Source: an optimization exercise on an open RTL-to-GDS flow (aim: small area). Production flows keep margins and buffers that such runs may drop. RTL that was checked went through simulation tests only; none was proved equivalent to the original. Power and IR drop assume default switching activity.

## lmp_rx
module lmp_rx #(
    parameter T_GUARD = 40,
    parameter T_BIT   = 24,
    parameter CNT_W   = 16
) (
    input  wire             clk,
    input  wire             rst,
    input  wire             line_in,
    input  wire             rpt_ack,
    output wire             busy,
    output wire             out_valid,
    output wire             out_err,
    output wire [1:0]       out_code,
    output wire             out_type,
    output wire [15:0]      out_payload,
    output wire             out_parity,
    output wire [CNT_W-1:0] out_old,
    output wire [CNT_W-1:0] cnt_out
);
clock: 10.0 ns
lec_check: 0
cap_margin: 0
core_margin: 2
core_utilization: 55
place_density: 0.7
slew_margin: 0
standard.sh (not shown) runs the stock make flow with config.mk's settings and CLKGATE_MAP_FILE= SYNTH_SCRIPT=/design/flow/synth_recipe.tcl, a recipe that flattens the netlist after the stock synthesis.
==> flow/flow/run.sh <==
#!/bin/bash
# The standard layout flow with three changes:
#  - synthesis is the standard one (same script, fsm/share skipped, same
#    flattening and renaming, same registers) except that ABC maps the
#    combinational logic with an area-oriented script (flow/area.abc);
#  - the port buffers are the smallest buffer (buf_1);
#  - the clock tree is built from clkbuf_4 without dummy balancing loads.
set -uo pipefail
export MY_ABC_SCRIPT=$PWD/flow/area.abc
bash standard.sh \
  SYNTH_SCRIPT=$PWD/flow/synth.tcl \
  BUFFER_PORTS_ARGS="-buffer_cell sky130_fd_sc_hd__buf_1" \
  CTS_ARGS="-sink_clustering_enable -repair_clock_nets -dont_use_dummy_load -buf_list sky130_fd_sc_hd__clkbuf_4" \
  finish > standard.log 2>&1
==> flow/flow/area.abc <==
strash
&get -n
&dc2
&dch -f
&put
amap -m
topo
==> flow/flow/synth.tcl <==
proc synth {args} { yosys synth -nofsm -noshare {*}$args }
proc abc {args} {
  set i [lsearch $args -script]
  if {$i >= 0 && [info exists ::env(MY_ABC_SCRIPT)]} { lset args [expr {$i+1}] $::env(MY_ABC_SCRIPT) }
  yosys abc {*}$args
}
source $::env(SCRIPTS_DIR)/synth.tcl
# left out here: clear keep_hierarchy, flatten, clean up, hide names made inside functions, write 1_2_yosys.v
The starting point completed without violations.
Rerun with:
- CORE_UTILIZATION: 55 -> 65
- PLACE_DENSITY: 0.7 -> 0.8
Result: The new run completed without violations; wire length is higher by about 0.9%; clock power is about the same; synthesized cell count stays the same; critical path depth is unchanged; setup slack loses 0.0075 ns; first-iteration DRC count is higher by about 30%.
Function was not checked in any run of this note: the RTL went through the layout flow alone.

Setup of run 1:
Another version of the RTL of lmp_rx (not shown whole).
Size in the first run: about 270 cells after synthesis, about 66 flip-flops, about 2600 um2 of cells after synthesis.
Settings: LEC_CHECK=0, CAP_MARGIN=0, CORE_MARGIN=2, CORE_UTILIZATION=40, PLACE_DENSITY=0.6, SLEW_MARGIN=0; clock period 10.0 ns.
==> flow/flow/area.abc <==
strash
dch -f
amap -m
topo
dnsize
Scripts as last shown in full above: flow/flow/run.sh, flow/flow/synth.tcl
The inputs of run 2 differ from those of run 1 as listed below.
# run 1
export LEC_CHECK = 0
export CAP_MARGIN = 0
export CORE_MARGIN = 2
export CORE_UTILIZATION = 40
export PLACE_DENSITY = 0.6
export SLEW_MARGIN = 0
create_clock -name core_clock -period 10.0 [get_ports {clk}]
# run 2
export LEC_CHECK = 0
export CAP_MARGIN = 0
export CORE_MARGIN = 2
export CORE_UTILIZATION = 65
export GPL_TIMING_DRIVEN = 0
export PLACE_DENSITY = 0.8
export SLEW_MARGIN = 0
create_clock -name core_clock -period 10.0 [get_ports {clk}]
==> flow/flow/area.abc <==
strash
&get -n
&dc2
&dch -f
&put
amap -m
topo
Findings:
- Of the two candidates, run 1 has the worse worst hold slack and run 2 the better one.
- Final area (run 2 vs. run 1) decreases slightly
- Run 2 has completed all stages; timing, DRC and antenna checks passed.
- Between run 2 and run 1, the cell internal power dissipation does not differ in any meaningful way.
- Sum of routed wire length over all layers was higher in the run labelled run 1.
- Number of non-filler instances in the completed layout on run 2 is down relative to run 1.
- When the final numbers for run 1 and run 2 were put side by side, the critical path depth in cells turned out to be smaller in run 2.
- Re switching power: run 2 is 4.0% down on run 1.
- Taking run 1 as the reference, in run 2 final worst-path cycle share increased 2.9 points, global routing usage on met3 increased 7.8 points.
- Any difference in number of buffers created by CTS between run 2 and run 1 is small enough to ignore.
Modified inputs, run 3 compared to run 2
# run 2
export LEC_CHECK = 0
export CAP_MARGIN = 0
export CORE_MARGIN = 2
export CORE_UTILIZATION = 65
export GPL_TIMING_DRIVEN = 0
export PLACE_DENSITY = 0.8
export SLEW_MARGIN = 0
create_clock -name core_clock -period 10.0 [get_ports {clk}]
# run 3
export LEC_CHECK = 0
export CAP_MARGIN = 0
export CORE_MARGIN = 2
export CORE_UTILIZATION = 65
export PLACE_DENSITY = 0.8
export SLEW_MARGIN = 0
create_clock -name core_clock -period 10.0 [get_ports {clk}]
==> flow/flow/area.abc <==
strash
dch -f
amap -m
topo
dnsize
- Across run 3 and run 2, none had a timing, DRC or antenna violation.
- Looking at worst-case reg-to-reg path depth across run 3 and run 2, the one that comes out higher is run 3.
- Of run 3 and run 2, the run reporting the higher part of the total power dissipated in sequential elements was run 3.
- Diff run 2 -> run 3: post-layout instance area up 0.59%, die span in x about even.
- o_type as the critical path launch point was reported by run 2, and o_old[0] by run 3.
- Run 2 ended up with met2 as its global-route layer with the greatest usage; run 3 ended up with met1.

-- afterwards: timing with drivers on the ports --
The flow's constraints put no driver on any port. The routed layouts listed below were extracted and timed again, unchanged, in two steps. Step 1 assumes that a clkbuf_16 drives the clock port and a buf_2 every other input. Step 2 also shifts input and output timing later by t, the mid clock arrival at the registers, as if the neighbouring blocks saw the same clock. a / b / c = ideal ports / drivers / drivers and shift; a / b = the first two.
run	t, ns	setup slack, ns	clock arrival spread, ns
the first run of note 1	0.408	4.139 / 4.114 / 4.522	0.038 / 0.037
the second run of note 1	0.419	4.132 / 4.104 / 4.523	0.028 / 0.028
run 1	0.417	4.601 / 4.574 / 4.991	0.025 / 0.025
run 2	0.438	4.314 / 4.288 / 4.725	0.021 / 0.021
run 3	0.405	4.515 / 4.490 / 4.895	0.029 / 0.030
After both steps every run listed still meets setup and hold.
